Source: an optimization exercise on an open RTL-to-GDS flow (aim: small area, a short achievable clock period and few clock cycles). Production flows keep margins and buffers that such runs may drop. In this exercise RTL edits were held to simulation tests only and were not proved equivalent to the original. Power and IR drop assume default switching activity.

--- design/flow/flow/run.sh ---
#!/bin/bash
# The standard layout, with plain buffers (buf_2) on the ports in place of the
# delay-cell buffers buffer_ports picks by default. Every port still gets its
# own buffer; all other steps are the standard.sh unchanged.
set -euo pipefail
bash standard.sh "BUFFER_PORTS_ARGS=-buffer_cell sky130_fd_sc_hd__buf_2" finish > standard_flow.log 2>&1
--- design/flow/standard.sh ---
#!/bin/bash
# synth_recipe.tcl (not shown) runs the flow's synth.tcl, then flattens the netlist and writes it again
# the make line also repeats each setting of config.mk as NAME=value (left out here)
make -C /OpenROAD-flow-scripts/flow DESIGN_CONFIG=/design/flow/config.mk WORK_HOME=/design/flow/orfs CLKGATE_MAP_FILE= SYNTH_SCRIPT=/design/flow/synth_recipe.tcl "${@:-finish}"
--- design/flow/config.mk ---
export PLATFORM = sky130hd
export DESIGN_NAME = cf2_blframer
export DESIGN_NICKNAME = cf2_blframer
export VERILOG_FILES = /design/flow/design.v
export SDC_FILE = /design/flow/constraint.sdc
export NUM_CORES = 4
export LEC_CHECK = 0
export CAP_MARGIN = 20
export CORE_MARGIN = 2
export CORE_UTILIZATION = 40
export CTS_CLUSTER_DIAMETER = 80
export CTS_CLUSTER_SIZE = 25
export PLACE_DENSITY = 0.6
export SETUP_SLACK_MARGIN = 5.0
export SLEW_MARGIN = 20
--- design/flow/constraint.sdc ---
create_clock -name core_clock -period 8.0 [get_ports {clk}]
set_input_delay 1.6000 -clock core_clock [delete_from_list [all_inputs] [get_ports {clk}]]
set_output_delay 1.6000 -clock core_clock [all_outputs]
set_load 0.01 [all_outputs]
--- design/flow/design.v ---
module cf2_blframer (
    input  wire        clk,
    input  wire        rst,           
    input  wire        boot_stay,     
    input  wire [31:0] app_word,      
    input  wire        rx_valid,
    input  wire [7:0]  rx_data,
    output wire        rx_ready,      
    output reg         tx_valid,
    output reg  [7:0]  tx_data,
    input  wire        tx_ready,
    output reg         stg_we,
    output reg         stg_re,
    output reg  [13:0] stg_addr,
    output reg  [7:0]  stg_wdata,
    input  wire [7:0]  stg_rdata,
    output reg         fc_we,
    output reg  [1:0]  fc_reg,        
    output wire [31:0] fc_addr,
    output wire [31:0] fc_wdata,
    input  wire        fc_busy,
    output reg         diag_valid,
    output reg  [1:0]  diag_code,     
    output wire        idle,
    output wire        app_mode,
    output wire        fault
);
    localparam [7:0]  SYNC1 = 8'hBC;
    localparam [7:0]  SYNC2 = 8'hCF;
    localparam [31:0] FC_KEY1     = 32'h4567_0123;
    localparam [31:0] FC_KEY2     = 32'hCDEF_89AB;
    localparam [31:0] PROGRAM_CFG = 32'h0000_0201;    
    localparam [1:0] REG_KEY = 2'd0, REG_CFG = 2'd1, REG_WORD = 2'd2;
    localparam [1:0] DIAG_CKSUM = 2'd1, DIAG_BOUNDS = 2'd2, DIAG_STAGE = 2'd3;
    localparam [6:0] RING_LAST = 7'd97;
    function automatic [6:0] inc(input [6:0] p);
        inc = (p == RING_LAST) ? 7'd0 : p + 7'd1;
    endfunction
    reg  app_r;
    reg  mdec;             
    always @(posedge clk)
        if (rst) begin
            app_r <= 1'b0;
            mdec  <= 1'b0;
        end else if (!mdec) begin
            app_r <= !boot_stay && (app_word != 32'hFFFF_FFFF);
            mdec  <= 1'b1;
        end
    wire boot = mdec && !app_r;    
    reg [7:0] ring [0:97];
    reg [6:0] wp;          
    reg [6:0] tp;          
    reg       rdy;
    assign rx_ready = rdy;
    wire push = rx_valid && rdy;
    always @(posedge clk)
        if (push)
            ring[wp] <= rx_data;
    localparam [2:0] C_IDLE = 3'd0, C_LOAD = 3'd1, C_FLASH = 3'd2, C_SEND = 3'd3,
                     C_FAULT = 3'd4;
    reg [2:0] cmd;
    reg       flt;
    reg  [6:0]  rp;
    reg  [12:0] rp_row;
    reg  [7:0]  rp_col;
    wire [7:0]  ring_rd;
    wire [7:0]  row_rd [0:12];
    genvar gr, gc;
    generate
        for (gr = 0; gr < 13; gr = gr + 1) begin : g_row
            wire [7:0] t [0:7];
            for (gc = 0; gc < 8; gc = gc + 1) begin : g_col
                if (8 * gr + gc < 98) begin : g_slot
                    assign t[gc] = {8{rp_col[gc]}} & ring[8 * gr + gc];
                end else begin : g_none
                    assign t[gc] = 8'd0;
                end
            end
            assign row_rd[gr] = {8{rp_row[gr]}} &
                                (t[0] | t[1] | t[2] | t[3] | t[4] | t[5] | t[6] | t[7]);
        end
    endgenerate
    assign ring_rd = row_rd[0] | row_rd[1] | row_rd[2]  | row_rd[3]  | row_rd[4] |
                     row_rd[5] | row_rd[6] | row_rd[7]  | row_rd[8]  | row_rd[9] |
                     row_rd[10] | row_rd[11] | row_rd[12];
    localparam [2:0] F_SYNC1 = 3'd0, F_SYNC2 = 3'd1, F_TYPE = 3'd2, F_LEN = 3'd3,
                     F_PAYLOAD = 3'd4, F_CKLO = 3'd5, F_CKHI = 3'd6;
    localparam [2:0] OP_NONE = 3'd0, OP_INFO = 3'd1, OP_LOAD = 3'd2, OP_WRITE = 3'd3,
                     OP_STAT = 3'd4;
    reg  [6:0] fp;         
    reg        fb_v;       
    reg  [7:0] fb;
    reg  [6:0] cpos;
    reg  [2:0] fst;
    reg  [4:0] fcnt;
    reg  [7:0] ck_a, ck_b;
    reg        ck_lo_ok;
    reg  [7:0] ftype;
    reg  [5:0] flen;
    reg  [6:0] fbase;      
    reg  [6:0] p7pos;      
    reg        p1ff;
    reg  [2:0] opc;
    reg        pg_ok;
    reg  [3:0] pg;
    reg  [7:0] p5, p6;            
    reg        pn16;
    reg  [3:0] n7;                
    reg        n7big, n8nz;       
    reg        pend;
    reg        pgood;
    reg        lbok;
    reg  [6:0] pend_end;
    wire admit     = (flen >= 6'd3) && p1ff;
    wire dispatch  = pend && (cmd == C_IDLE);
    wire wf_disp   = pgood && admit && (opc == OP_WRITE);
    wire f_block   = (fst == F_TYPE) &&
                     ((pend && !(dispatch && !wf_disp)) || (cmd == C_FLASH));
    wire f_consume = fb_v && !f_block;
    wire can_fetch = !app_r && (!fb_v || f_consume);
    wire fetch_byp = can_fetch && (fp == wp) && push;
    wire fetch_rng = can_fetch && (fp != wp) && (cmd == C_IDLE) && (rp == fp);
    wire fetch     = fetch_byp || fetch_rng;
    wire [6:0] fp_n = fetch ? inc(fp) : fp;
    wire fl_next;
    wire [7:0] b = fb;
    wire [7:0] ck_a_n = ck_a + b;
    wire [7:0] ck_b_n = ck_b + ck_a;
    wire [5:0] lb_cnt_f = flen - 6'd7;
    always @(posedge clk) begin
        if (rst) begin
            fp   <= 7'd0;
            cpos <= 7'd0;
            fb_v <= 1'b0;
            fst  <= F_SYNC1;
        end else begin
            fp <= fp_n;
            if (fetch) begin
                fb   <= fetch_byp ? rx_data : ring_rd;
                fb_v <= 1'b1;
            end else if (f_consume)
                fb_v <= 1'b0;
            if (f_consume) begin
                cpos <= inc(cpos);
                case (fst)
                F_SYNC1: if (b == SYNC1) fst <= F_SYNC2;
                F_SYNC2: fst <= (b == SYNC2) ? F_TYPE : F_SYNC1;
                F_TYPE: begin
                    ftype <= b;
                    ck_a  <= b;
                    ck_b  <= 8'd0;
                    p1ff  <= 1'b0;
                    opc   <= OP_NONE;
                    pg_ok <= 1'b1;
                    pg    <= 4'd0;
                    p5    <= 8'd0;
                    p6    <= 8'd0;
                    n7    <= 4'd0;
                    n7big <= 1'b0;
                    n8nz  <= 1'b0;
                    pn16  <= 1'b0;
                    fst   <= F_LEN;
                end
                F_LEN: begin
                    flen  <= b[5:0];
                    ck_a  <= ck_a_n;
                    ck_b  <= ck_b_n;
                    fbase <= inc(cpos);
                    fcnt  <= 5'd0;
                    if (b > 8'd32)      fst <= F_SYNC1;
                    else if (b == 8'd0) fst <= F_CKLO;
                    else                fst <= F_PAYLOAD;
                end
                F_PAYLOAD: begin
                    ck_a <= ck_a_n;
                    ck_b <= ck_b_n;
                    fcnt <= fcnt + 5'd1;
                    case (fcnt)
                    5'd1: p1ff <= (b == 8'hFF);
                    5'd2: case (b)
                              8'h10:   opc <= OP_INFO;
                              8'h14:   opc <= OP_LOAD;
                              8'h18:   opc <= OP_WRITE;
                              8'h19:   opc <= OP_STAT;
                              default: opc <= OP_NONE;
                          endcase
                    5'd3: begin pg_ok <= (b <= 8'd9); pg <= b[3:0]; end
                    5'd4: if (b != 8'd0) pg_ok <= 1'b0;
                    5'd5: p5 <= b;
                    5'd6: begin p6 <= b; p7pos <= inc(cpos); end
                    5'd7: begin n7 <= b[3:0]; n7big <= (b > 8'd10); end
                    5'd8: n8nz <= (b != 8'd0);
                    default: ;
                    endcase
                    if ({1'b0, fcnt} + 6'd1 == flen)
                        fst <= F_CKLO;
                end
                F_CKLO: begin
                    ck_lo_ok <= (b == ck_a);
                    ck_b     <= ck_b_n;
                    fst      <= F_CKHI;
                end
                default: begin  
                    fst <= F_SYNC1;
                end
                endcase
            end
            if (fl_next)
                {pn16, p6, p5} <= {pn16, p6, p5} + 17'd1;
        end
    end
    wire f_done = f_consume && (fst == F_CKHI);
    always @(posedge clk)
        lbok <= (flen >= 6'd7) && pg_ok && (p6[7:3] == 5'd0) &&
                ({1'b0, p6[2:0], p5} + {7'd0, lb_cnt_f[4:0]} <= 12'd1024);
    wire [6:0] cpos_n = f_consume ? inc(cpos) : cpos;
    wire [6:0] tp_n   = dispatch ? pend_end :
                        (cmd == C_IDLE && !pend && boot) ? cpos_n : tp;
    wire [7:0] dq_raw = {1'b0, wp} - {1'b0, tp};
    wire [6:0] dq     = dq_raw[7] ? dq_raw[6:0] + 7'd98 : dq_raw[6:0];
    wire       q63    = (dq == 7'd63);
    wire       q64    = (dq == 7'd64);
    reg        idle_r;
    always @(posedge clk) begin
        if (rst) begin
            wp     <= 7'd0;
            tp     <= 7'd0;
            rdy    <= 1'b1;
            pend   <= 1'b0;
            idle_r <= 1'b0;
        end else begin
            if (push) wp <= inc(wp);
            tp     <= tp_n;
            rdy    <= push ? !q63 : !q64;
            idle_r <= boot && (cmd == C_IDLE) && !pend && (wp == tp) && !push;
            if (f_done) begin
                pend     <= 1'b1;
                pgood    <= ck_lo_ok && (b == ck_b);
                pend_end <= inc(cpos);
            end else if (dispatch)
                pend <= 1'b0;
        end
    end
    assign idle     = idle_r;
    assign app_mode = app_r;
    assign fault    = flt;
    reg  [10:0] cnt;       
    localparam T_H0 = 0, T_H1 = 1, T_TYPE = 2, T_LEN = 3, T_PAY = 4, T_CKA = 5, T_CKB = 6,
               T_END = 7;
    reg  [7:0]  tph;
    reg  [7:0]  rtype;
    reg  [5:0]  rlen;      
    reg         rgi;       
    wire [5:0]  pq   = cnt[5:0];           
    wire [7:0]  rb   = stg_wdata;          
    reg  [31:0] word;                      
    wire [7:0]  tx_a = word[7:0];
    wire [7:0]  tx_b = word[15:8];
    localparam [3:0] FP_PAGE = 4'd0, FP_EK1 = 4'd1, FP_EK2 = 4'd2, FP_ECFG = 4'd3,
                     FP_PK1 = 4'd4, FP_PK2 = 4'd5, FP_PCFG = 4'd6, FP_WORDS = 4'd7,
                     FP_NEXT = 4'd8;
    reg  [3:0]  fls;
    wire [16:0] pnum = {pn16, p6, p5};    
    wire        nflt = n7big || n8nz;     
    wire [3:0]  npg  = nflt ? 4'd10 : n7;  
    reg  [3:0]  pidx;      
    wire [10:0] rdc = cnt;   
    reg  [7:0]  wr_w;      
    reg         unsched;   
    reg         wfull;     
    reg         rv;        
    reg  [1:0]  rk;        
    reg         fbz;       
    assign fl_next = (cmd == C_FLASH) && (fls == FP_NEXT);
    wire can_sched = !fc_busy && !(fc_we && fbz);
    wire wready    = wfull || (rv && rk == 2'd3);
    wire rd_act    = (cmd == C_FLASH) && !rdc[10] &&
                     (fls == FP_PCFG || fls == FP_WORDS || (fls == FP_PK2 && can_sched));
    wire rd_go     = rd_act && ((rdc[1:0] != 2'd0) || !unsched ||
                                (fls == FP_WORDS && can_sched));
    wire wr_go     = (cmd == C_FLASH) && (fls == FP_WORDS) && wready && can_sched;
    assign fc_addr  = {4'd0, 1'b1, pnum, wr_w, 2'b00};
    assign fc_wdata = word;
    function automatic [4:0] sector_of(input [16:0] p);
        case (p)
            17'd0:   sector_of = {1'b1, 4'd0};
            17'd16:  sector_of = {1'b1, 4'd1};
            17'd32:  sector_of = {1'b1, 4'd2};
            17'd48:  sector_of = {1'b1, 4'd3};
            17'd64:  sector_of = {1'b1, 4'd4};
            17'd128: sector_of = {1'b1, 4'd5};
            17'd256: sector_of = {1'b1, 4'd6};
            17'd384: sector_of = {1'b1, 4'd7};
            17'd512: sector_of = {1'b1, 4'd8};
            17'd640: sector_of = {1'b1, 4'd9};
            17'd768: sector_of = {1'b1, 4'd10};
            17'd896: sector_of = {1'b1, 4'd11};
            default: sector_of = 5'd0;
        endcase
    endfunction
    wire [4:0] psect = sector_of(pnum);
    wire [5:0] nlen = rgi ? 6'd24 : 6'd5;
    reg        povr;
    reg  [7:0] pval;
    always @(*) begin
        povr = 1'b1;
        pval = 8'h00;
        if (rgi) begin
            case (pq)
                6'd3:  pval = 8'h00;
                6'd4:  pval = 8'h04;
                6'd5:  pval = 8'h0A;
                6'd6:  pval = 8'h00;
                6'd7:  pval = 8'h00;
                6'd8:  pval = 8'h04;
                6'd9:  pval = 8'h10;
                6'd10: pval = 8'h00;
                6'd23: pval = 8'h10;
                default: povr = 1'b0;
            endcase
        end else begin
            case (pq)
                6'd3: pval = 8'h01;
                6'd4: pval = 8'h00;
                default: povr = 1'b0;
            endcase
        end
        if (!povr && pq >= rlen)
            povr = 1'b1;             
    end
    wire [7:0] st_d = (cmd == C_SEND && povr) ? pval : ring_rd;
    wire [7:0] tsel = ({8{tph[T_H0]}}   & SYNC1) |
                      ({8{tph[T_H1]}}   & SYNC2) |
                      ({8{tph[T_TYPE]}} & rtype) |
                      ({8{tph[T_LEN]}}  & {2'b00, nlen}) |
                      ({8{tph[T_PAY]}}  & rb) |
                      ({8{tph[T_CKA]}}  & tx_a) |
                      ({8{tph[T_CKB]}}  & tx_b);
    wire tx_ld  = !tx_valid || tx_ready;
    wire pf_go  = tph[T_LEN] || (tph[T_PAY] && pq != nlen);
    reg       rp_ld;
    reg [6:0] rp_v;
    always @(*) begin
        rp_ld = 1'b1;
        rp_v  = fetch_rng ? inc(fp) : fp;
        case (cmd)
        C_IDLE: if (dispatch && pgood && admit) begin
            if (opc == OP_LOAD) begin
                if (lbok && lb_cnt_f != 6'd0)
                    rp_v = p7pos;
            end
            else if (opc == OP_INFO || opc == OP_STAT || opc == OP_WRITE)
                rp_v = fbase;
        end
        C_LOAD:  rp_v = (cnt[4:0] == 5'd31) ? fp : inc(rp);
        C_SEND: begin
            rp_ld = tx_ld && (pf_go || tph[T_END]);
            rp_v  = tph[T_END] ? fp : inc(rp);
        end
        C_FLASH: rp_ld = 1'b0;
        default: ;
        endcase
    end
    wire        cnt_clr  = dispatch || (cmd == C_FLASH && fls == FP_PAGE);
    wire [10:0] cnt_init = (dispatch && opc == OP_LOAD) ? {6'd0, 5'd7 - flen[4:0]} : 11'd0;
    wire        cnt_inc  = (cmd == C_LOAD) || (cmd == C_SEND && tx_ld && pf_go) ||
                           (cmd == C_FLASH && rd_go);
    always @(posedge clk) begin
        if (cnt_clr)
            cnt <= cnt_init;       
        else if (cnt_inc)
            cnt <= cnt + 11'd1;
    end
    always @(posedge clk) begin
        stg_we     <= 1'b0;
        stg_re     <= 1'b0;
        fc_we      <= 1'b0;
        diag_valid <= 1'b0;
        rv         <= stg_re;
        rk         <= stg_addr[1:0];
        if (rp_ld) begin
            rp     <= rp_v;
            rp_row <= 13'd1 << rp_v[6:3];
            rp_col <= 8'd1 << rp_v[2:0];
        end
        if (rst) begin
            rp       <= 7'd0;
            rp_row   <= 13'd1;
            rp_col   <= 8'd1;
            cmd      <= C_IDLE;
            flt      <= 1'b0;
            tx_valid <= 1'b0;
            fc_reg   <= REG_KEY;
            fbz      <= 1'b0;
        end else begin
            case (cmd)
            C_IDLE: if (dispatch) begin
                rtype      <= ftype;
                rlen       <= flen;
                tph        <= 8'd1;
                word[15:0] <= 16'd0;
                if (!pgood) begin
                    diag_valid <= 1'b1;
                    diag_code  <= DIAG_CKSUM;
                end else if (admit) begin
                    case (opc)
                    OP_INFO: begin
                        rgi <= 1'b1;
                        cmd <= C_SEND;
                    end
                    OP_STAT: begin
                        rgi <= 1'b0;
                        cmd <= C_SEND;
                    end
                    OP_LOAD: begin
                        if (lbok) begin
                            stg_addr <= {pg, p6[1:0], p5};
                            if (lb_cnt_f != 6'd0)
                                cmd <= C_LOAD;
                        end else begin
                            diag_valid <= 1'b1;
                            diag_code  <= DIAG_BOUNDS;
                        end
                    end
                    OP_WRITE: begin
                        rgi  <= 1'b0;
                        pidx <= 4'd0;
                        fls  <= FP_PAGE;
                        cmd  <= C_FLASH;
                    end
                    default: ;
                    endcase
                end
            end
            C_LOAD: begin
                stg_we    <= 1'b1;
                stg_wdata <= st_d;
                if (stg_we) stg_addr <= stg_addr + 14'd1;
                if (cnt[4:0] == 5'd31)
                    cmd <= C_IDLE;
            end
            C_SEND: if (tx_ld) begin
                tx_data <= tsel;
                if (tph[T_END]) begin
                    tx_valid <= 1'b0;
                    cmd      <= C_IDLE;
                end else
                    tx_valid <= 1'b1;
                if (tph[T_TYPE] || tph[T_LEN] || tph[T_PAY]) begin
                    word[7:0]  <= tx_a + tsel;
                    word[15:8] <= tx_b + tx_a;
                end
                if (tph[T_CKA])
                    word[15:8] <= tx_b + tx_a;
                if (pf_go) begin
                    stg_wdata <= st_d;
                end
                if (!tph[T_PAY] || pq == nlen)
                    tph <= {tph[6:0], 1'b0};
            end
            C_FLASH: begin
                if (fc_we && fc_reg == REG_WORD) wr_w <= wr_w + 8'd1;
                if (wr_go)
                    wfull <= 1'b0;
                else if (rv && rk == 2'd3)
                    wfull <= 1'b1;
                if (wr_go)
                    unsched <= 1'b0;
                if (rd_go) begin
                    stg_re   <= 1'b1;
                    stg_addr <= {pidx, rdc[9:0]};
                    if (rdc[1:0] == 2'd3) unsched <= 1'b1;
                end
                if (rv) word <= {stg_rdata, word[31:8]};
                case (fls)
                FP_PAGE: begin
                    wr_w    <= 8'd0;
                    unsched <= 1'b0;
                    wfull   <= 1'b0;
                    if (pidx == npg && !nflt) begin
                        tph        <= 8'd1;
                        word[15:0] <= 16'd0;
                        cmd        <= C_SEND;
                    end else if (pidx == npg) begin
                        diag_valid <= 1'b1;
                        diag_code  <= DIAG_STAGE;
                        flt        <= 1'b1;
                        cmd        <= C_FAULT;
                    end else
                        fls <= psect[4] ? FP_EK1 : FP_PK1;
                end
                FP_EK1, FP_EK2, FP_ECFG, FP_PK1, FP_PK2, FP_PCFG: if (can_sched) begin
                    fc_we  <= 1'b1;
                    fc_reg <= (fls == FP_ECFG || fls == FP_PCFG) ? REG_CFG : REG_KEY;
                    fbz    <= (fls == FP_ECFG);
                    case (fls)
                        FP_EK1, FP_PK1: word <= FC_KEY1;
                        FP_EK2, FP_PK2: word <= FC_KEY2;
                        FP_ECFG:        word <= {15'd0, 1'b1, 6'd0, 2'b10, 1'b0,
                                                 psect[3:0], 3'b010};
                        default:        word <= PROGRAM_CFG;
                    endcase
                    fls    <= fls + 4'd1;
                end
                FP_WORDS: begin
                    if (wr_go) begin
                        fc_we  <= 1'b1;
                        fc_reg <= REG_WORD;
                        fbz    <= 1'b1;
                        if (wr_w == 8'd255) fls <= FP_NEXT;
                    end
                end
                default: begin  
                    pidx <= pidx + 4'd1;
                    fls  <= FP_PAGE;
                end
                endcase
            end
            default: ;  
            endcase
        end
    end
endmodule
==> summary.md, run 1 <==
| Metric | Value |
|---|---|
| CTS Sinks | about 1100 |
| Pint | between 8 and 9 mW |
| Clock share of power | 0.291 |
| Hold Path Depth | 0 |
| Startpoint types | input port |
| Synth async-reset ratio | 0 |
| Final ANT Viol Nets | 0 |
| Vias in the first global route | around 28000 |
| Placed cell area | slightly below 50000 sq um |
| Worst hold path type | reg2reg |
| GR Overflow Total | 0 |
| Number of DRC violations after detailed-routing iteration 0 | ~3300 |
| Final setup viols | 0 |
| PD cells | roughly 220 nW/um^2 |
| CTS buffer count | 54 |
| EDFF count, synth | about 1000 |
| Post-Syn Area | ~46000 sq um |
| Worst EP required | ~8.6 ns |
| Seq pwr share | 0.573 |
| Layout area overhead | 11.8% |
| Worst skew pair latency | 0.71 ns |
| CORE AREA | roughly 110000 sq um |
| Net switching power | around 3 mW |
| Die extent in x | around 340 microns |
| Via count | ~30000 |
| Max-Slew Margin vs Limit | 0.256 |
| Syn Inst Count | about 3300 |
| DR vias/cell | about 5.9 |
| Final Max Slew Viols | 0 |
| Kind of critical path | in2reg |
| Maximum level of the CTS H-tree | 2 |
| Ports | about 160 |
| Max IR drop VDD | 176 uV |
| Top Registers | ring (784), word (32), stg_addr (14) |
| Die Ht | approximately 340 microns |
| Seq cells post-synth | approximately 1100 |
| Root Buffer | clkbuf_16 |
| Post-route minimum period | between 3 and 4 ns |
| Sw Share | 0.272 |
| First-pass GRT wire length | 189 mm |
| Final HPWL DP | about 84 mm |
| Ys Warns | 1 |
| Setup Skew | between 0.05 and 0.06 ns |
| Aggregate negative setup slack | 0 ns |
| Final hold vios | 0 |
| Crit path DAT | approximately 3.7 ns |
| Fin nets | about 3600 |
| Gr usage total | 0.215 |
| CTS tree | done |
| Peak Freq | 326 MHz |
| Max reg flops | a little under 800 |
| Worst-path clk slew | 0.10 ns |
| Largest net degree at the start of global routing | between 80 and 90 |
| Core Util, Final | 0.450 |
| Dpl ws | 4.17 ns |
| Min Hold Slack | ~0.36 ns |
| CTS hold repair buffers | 0 |
| Buffers on Ports | between 150 and 200 |
| Number of distinct library cells after synthesis | 93 |
| Leak pwr | between 15 and 20 nW |
| DRC viols | 0 |
| Rows | about 120 |
| Worst Slack Setup Final | between 4 and 5 ns |
| Crit share post-route | 0.383 |
| Gate power share | 0.136 |
| Starting density of the core | 0.402 |
| Layout cells sized above 1 | 0.155 |
| Critical path capture point type | flop |
| Die area | about 120000 sq um |
| DRT Pass-1 Iters | 8 |
| Total routed wirelength | ~130 mm |
| Least-Margin Pin Slew | roughly 1.1 ns |
| Finished Cell Area | between 50000 and 60000 sq um |
| Cells on worst reg2reg path | 11 |
| Routed WL per cell | 25.9 microns |
| Post-synth top flop | edfxtp_1 |
| MaxCap Viol Count | 0 |
| Top reg by flops | ring |
| Status | complete, no violations |
| Max Root-Sink Buffers | 3 |
| Crit Path Max Fanout | 8 |
| Initial antenna violation count | 2 |
| Unrepaired setup endpoints after global routing | yes |
| Register area share after synthesis | 0.690 |
| GPL Wtd Cong | around 0.88 |
| Syn Area/Cell | 13.8 sq um |
[metrics by stage]
step	instances	total power, mW
after floorplan	3333	7.32
after global placement	4830	7.94
after detailed placement	4830	7.95
after CTS	4983	11.2
after global routing	5018	11.5
final	5019	11.2
[critical path, cell delays in order]
cell and delay, ns:
buf_2 0.12, a21oi_4 0.22, a21oi_2 0.11, nor4_4 0.41, nand2b_1 0.18, nor3_1 0.06, or2_2 0.32, or4_1 0.52
a21oi_1 0.15
[cell usage in the layout, fill, tap and decap left out, types with 11 or more instances in the layout]
| master | n |
|---|---|
| dfxtp_1 | 68 |
| nand2b_1 | 15 |
| buf_4 | 122 |
| edfxtp_1 | 998 |
| inv_1 | 64 |
| a211oi_1 | 15 |
| or2_2 | 11 |
| nor2_1 | 225 |
| clkbuf_16 | 55 |
| xnor2_1 | 79 |
| a21oi_1 | 114 |
| o22ai_1 | 18 |
| a222oi_1 | 11 |
| a22o_1 | 17 |
| clkbuf_1 | 30 |
| nor2_4 | 23 |
| nand2_1 | 121 |
| and2_1 | 13 |
| a31oi_1 | 17 |
| mux2i_1 | 39 |
| buf_2 | 145 |
| nor2b_1 | 28 |
| and3_1 | 33 |
| nand3_1 | 79 |
| xor2_1 | 58 |
| nor3_1 | 20 |
| a22oi_1 | 451 |
| or3_1 | 12 |
| nor4_1 | 23 |
| nor2_2 | 40 |
| ha_1 | 71 |
| o21bai_1 | 13 |
| o21ai_0 | 62 |
| a21o_1 | 15 |
| a32o_1 | 11 |
| nand4_1 | 128 |
[power by group through the flow]
stage	clock network, mW	registers (mW)	logic [mW]
floorplan	0	6.39	0.931
global placement	0	6.54	1.40
detailed placement	0	6.53	1.41
CTS	3.30	6.40	1.45
global route	3.49	6.41	1.63
finish	3.25	6.40	1.52
[layer usage]
layer,track usage,up-vias,part of all wire
met5,0,-,0.000062
met4,0.0547,2,0.027
met3,0.0326,175,0.081
met2,0.344,1276,0.47
met1,0.308,14900,0.43
li1,-,13300,-
[synthesized netlist by cell type (all sizes together) (18+ instances only)]
master / number / area (sq um)
mux2i: 40 / 400
o21ai: 73 / 369
edfxtp: 998 / 30000
ha: 74 / 926
nand4: 128 / 801
o22ai: 21 / 131
clkbuf: 174 / 653
buf: 35 / 169
nor4: 26 / 175
and3: 34 / 213
xnor2: 79 / 692
nor3: 24 / 120
a31oi: 18 / 128
a22oi: 451 / 3390
nor2b: 31 / 194
nand3: 80 / 413
nor2: 288 / 1080
nand2: 128 / 480
xor2: 58 / 508
a21oi: 129 / 661
inv: 66 / 248
dfxtp: 85 / 1700
a211oi: 20 / 163
[area by class of cell]
| type | instances | area [sq um] |
|---|---|---|
| Fill cell | 10200 | 62700 |
| Multi-Input combinational cell | 1973 | 13900 |
| Clock buffer | 86 | 1500 |
| Tap cell | 1512 | 1890 |
| Timing Repair Buffer | 279 | 1820 |
| Sequential cell | 1083 | 31700 |
| Antenna cell | 1 | 2.50 |
| Clock inverter | 16 | 251 |
| Inverter | 69 | 264 |
[final timing paths]
check                             start        end  slack (ns)
worst max register to register   cnt[1]  rp_row[9]        4.97
worst min-delay path             stg_re         rv        0.36
worst max-delay path            fc_busy       flop        4.93
worst min register to register   stg_re         rv        0.36
[cell families after synthesis]
group | Yosys count | synth area share
buffers and inverters | 278 | 0.0236
other | 2 | 0.000164
DFF | 1083 | 0.690
muxes | 52 | 0.0117
adders and majority gates | 80 | 0.0228
AOI/OAI and AO/OA | 854 | 0.133
xor gates and xnor gates | 138 | 0.0266
and+or+nand+nor | 841 | 0.0919
[timing repair]
action	in CTS	in global routing
gates resized for setup	64	53
pin swaps	12	23
cloned	0	1
endpoints found under the hold margin	0	0
endpoints found under the setup margin	283	190
buffers inserted	51	34
Testbench counts, summed over its fixed seeds: cycles 41,977.
==> inputs of run 2 (changes only) <==
--- a/design/flow/config.mk
+++ b/design/flow/config.mk
@@ -10,6 +10,6 @@
 export CORE_UTILIZATION = 40
 export CTS_CLUSTER_DIAMETER = 80
 export CTS_CLUSTER_SIZE = 25
-export PLACE_DENSITY = 0.6
+export PLACE_DENSITY = 0.75
 export SETUP_SLACK_MARGIN = 5.0
 export SLEW_MARGIN = 20
==> summary.md, run 2 <==
| Metric | Value |
|---|---|
| Status | complete, no violations (unchanged) |
| Buffers on Ports | 153 (unchanged) |
| Final HPWL DP | 79.1 mm (was 83.7 mm) |
| CTS tree | done (unchanged) |
| Final hold vios | 0 (unchanged) |
| Unrepaired setup endpoints after global routing | yes (unchanged) |
| Placed cell area | 48300 sq um (was 48400 sq um) |
| Leading area contributor after synthesis | edfxtp_1 (unchanged) |
| Most frequent cell after synthesis | edfxtp_1 (unchanged) |
| Crit path DAT | 3.70 ns (was 3.71 ns) |
| R2r startpoint | cmd[2] (was cnt[1]) |
| Max Root-Sink Buffers | 3 (unchanged) |
| Fill count | 9913 (was 10200) |
| Commonest cells after routing, fill and taps aside | edfxtp_1, a22oi_1, nor2_1, buf_2, nand4_1 (unchanged) |
| HP Start | stg_re (unchanged) |
| Layout cells sized above 1 | 0.152 (was 0.155) |
| Root Buffer | clkbuf_16 (unchanged) |
| Ports | 161 (unchanged) |
| CORE AREA | 114000 sq um (unchanged) |
| Syn Inst Count | 3328 (unchanged) |
| Worst hold path type | reg2reg (unchanged) |
| Die area | 117000 sq um (unchanged) |
| MaxCap Viol Count | 0 (unchanged) |
| Vias in the first global route | 28600 (was 28200) |
| Final setup viols | 0 (unchanged) |
| Via count | 30600 (was 29700) |
| Ys Warns | 1 (unchanged) |
| Max IR drop VDD | 193 uV (was 176 uV) |
| Peak Freq | 323 MHz (was 326 MHz) |
| Yosys top cell area share | 0.653 (unchanged) |
| Register area share after synthesis | 0.690 (unchanged) |
| Largest net degree at the start of global routing | 99 (was 88) |
| Cells after DPL | 4821 (was 4830) |
| Syn Area/Cell | 13.8 sq um (unchanged) |
| Number of DRC violations after detailed-routing iteration 0 | 4463 (was 3319) |
| Net switching power | 2.99 mW (was 3.04 mW) |
| Worst skew pair latency | 0.72 ns (was 0.71 ns) |
| Largest cells by area after synthesis | edfxtp_1, a22oi_1, dfxtp_1, nor2_1, ha_1 (unchanged) |
| Max reg flops | 784 (unchanged) |
| Synth async-reset ratio | 0 (unchanged) |
| R2R setup slack | 4.96 ns (was 4.97 ns) |
| CTS Sinks | 1083 (unchanged) |
| Seq pwr share | 0.583 (was 0.573) |
| Worst EP required | 8.60 ns (was 8.64 ns) |
| Maximum level of the CTS H-tree | 2 (unchanged) |
| CTS hold repair buffers | 0 (unchanged) |
| PD cells | 217 nW/um^2 (was 218 nW/um^2) |
| Startpoint types | input port (unchanged) |
| Least-Margin Pin Slew | 1.05 ns (was 1.11 ns) |
| Die Ht | 343 microns (unchanged) |
| Crit Path Max Fanout | 9 (was 8) |
| Top Registers | ring (784), word (32), stg_addr (14) (unchanged) |
| Gr usage total | 0.201 (was 0.215) |
| Post-Syn Area | 45900 sq um (unchanged) |
| Clock share of power | 0.285 (was 0.291) |
| Total routed wirelength | 124 mm (was 130 mm) |
| Design Power | 11.1 mW (was 11.2 mW) |
| Layout area overhead | 11.6% (was 11.8%) |
| DRT Pass-1 Iters | 9 (was 8) |
| Die extent in x | 343 microns (unchanged) |
| Gate power share | 0.132 (was 0.136) |
| GR Overflow Total | 0 (unchanged) |
| Core Util, Final | 0.449 (was 0.450) |
| CTS buffer count | 52 (was 54) |
| Commonest non-fill, non-tap cell in the layout | edfxtp_1 (unchanged) |
| Finished Cell Area | 51200 sq um (was 51300 sq um) |
| Number of distinct library cells after synthesis | 93 (unchanged) |
| Rows | 124 (unchanged) |
| DRC viols | 0 (unchanged) |
| Starting density of the core | 0.402 (unchanged) |
| Fin nets | 3589 (was 3594) |
| Sw Share | 0.269 (was 0.272) |
| DR vias/cell | 6.11 (was 5.91) |
| Leak pwr | 16.2 nW (about the same) |
| Crit share post-route | 0.387 (was 0.383) |
| Worst Slack Setup Final | 4.90 ns (was 4.93 ns) |
| Post-synth top cells | edfxtp_1, a22oi_1, nor2_1 (unchanged) |
| First-pass GRT wire length | 182 mm (was 189 mm) |
| Post-route minimum period | 3.10 ns (was 3.07 ns) |
| Final Max Slew Viols | 0 (unchanged) |
| Worst Hold Endpoint | rv (unchanged) |
| Max-Slew Margin vs Limit | 0.296 (was 0.256) |
| Dpl ws | 3.97 ns (was 4.17 ns) |
| Seq cells post-synth | 1083 (unchanged) |
| EDFF count, synth | 998 (unchanged) |
| Setup crit start | tx_ready (was fc_busy) |
| Post-synth top flop | edfxtp_1 (unchanged) |
| Setup Skew | 0.0697 ns (was 0.0581 ns) |
| Critical path capture point type | flop (unchanged) |
| Worst-path clk slew | 0.11 ns (was 0.10 ns) |
| Initial antenna violation count | 1 (was 2) |
| Final ANT Viol Nets | 0 (unchanged) |
| Cells on worst reg2reg path | 9 (was 11) |
| Min Hold Slack | 0.358 ns (about the same) |
| GPL Wtd Cong | 0.939 (was 0.878) |
| Routed WL per cell | 24.7 microns (was 25.9 microns) |
| Non-filler cells, final | 5012 (was 5019) |
| Pint | 8.10 mW (was 8.13 mW) |
| Hold Path Depth | 0 (unchanged) |
| Aggregate negative setup slack | 0 ns (unchanged) |
| Kind of critical path | in2reg (unchanged) |
| Top reg by flops | ring (unchanged) |
[run 2: cell counts after synthesis]
Identical to the previous run, type by type.
[run 2: power by group through the flow]
stage	clock network, mW	registers (mW)	logic, mW
4_1_cts	3.18	6.46	1.36
3_3_place_gp	0	6.59	1.28
6_report	3.17	6.46	1.46
2_1_floorplan	0	6.39	0.931
5_1_grt	3.38	6.47	1.55
3_5_place_dp	0	6.60	1.30
[run 2: worst max-delay path by stage]
stage	end	slack, ns	cells after the start
after floorplan	flop	4.55	8
after global placement	p6[6]	3.98	5
after detailed placement	p6[7]	3.97	5
after CTS	flop	4.82	10
after global routing	flop	4.79	11
final	flop	4.90	9
[run 2: logic make-up (layout without fill, tap and decap cells)]
kind of cell	count (synthesis)	count (layout)	synth area share
and+or+nand+nor	841	841	0.0919
muxes	52	52	0.0117
adders and majority gates	80	80	0.0228
xor gates and xnor gates	138	138	0.0266
buffers and inverters	278	444	0.0236
DFF	1083	1083	0.690
other	2	8	0.000164
AOI/OAI and AO/OA	854	854	0.133
[run 2: layer usage]
metal	wire, microns	global-route usage	vias up	share of wire
li1	-	-	13300	-
met1	48500	0.276	15100	0.39
met4	4290	0.0672	2	0.035
met5	12	0	-	0.000097
met2	57900	0.325	1964	0.47
met3	13100	0.0349	259	0.11
[run 2: final cells by class]
class	instances	area, sq um	area share
Antenna cell	1	2.50	0.0000489
Sequential cell	1083	31700	0.619
Multi-Input combinational cell	1972	13800	0.270
Clock buffer	86	1490	0.0291
Clock inverter	12	216	0.00423
Timing Repair Buffer	277	1780	0.0347
Inverter	69	265	0.00518
Tap cell	1512	1890	0.0369
[run 2: worst max-delay path, cell delays in order]
cell and delay, ns:
buf_2 0.12, nand2b_1 0.25, nand2_1 0.13, o21ai_1 0.11, a41oi_2 0.34, nand2_4 0.16, mux2_4 0.36, or4_1 0.47
a21oi_1 0.16
[run 2: timing repair]
action,CTS,global route
pin swaps,10,19
cloned,0,0
gates resized for setup,58,53
endpoints found under the setup margin,336,171
setup buffers,41,51

[static timing again, ports no longer ideal]
In the flow no input, the clock included, has a driving cell. The finished layouts below were timed again as built, in two steps.
Step 1, drivers: a clkbuf_16 drives clk and a buf_2 each remaining input, both assumed.
Step 2 also shifts input and output timing later by t, the mid clock arrival at the registers, as if the neighbouring blocks saw the same clock.
Slacks: ideal ports / drivers / drivers and shift; pairs: ideal ports / drivers.
run | t (ns) | slack for setup (ns) | hold slack, ns | cell pins on the clock port's net
run 1 | 0.746 | 4.934 / 4.914 / 4.232 | 0.358 / 0.358 / 0.358 | 1
run 2 | 0.742 | 4.904 / 4.946 / 4.203 | 0.358 / 0.358 / 0.358 | 1
After both steps every run listed still meets setup and hold. For run 1, which loses most, drivers alone change the setup slack by -0.020 ns; drivers and shift together by -0.702 ns.
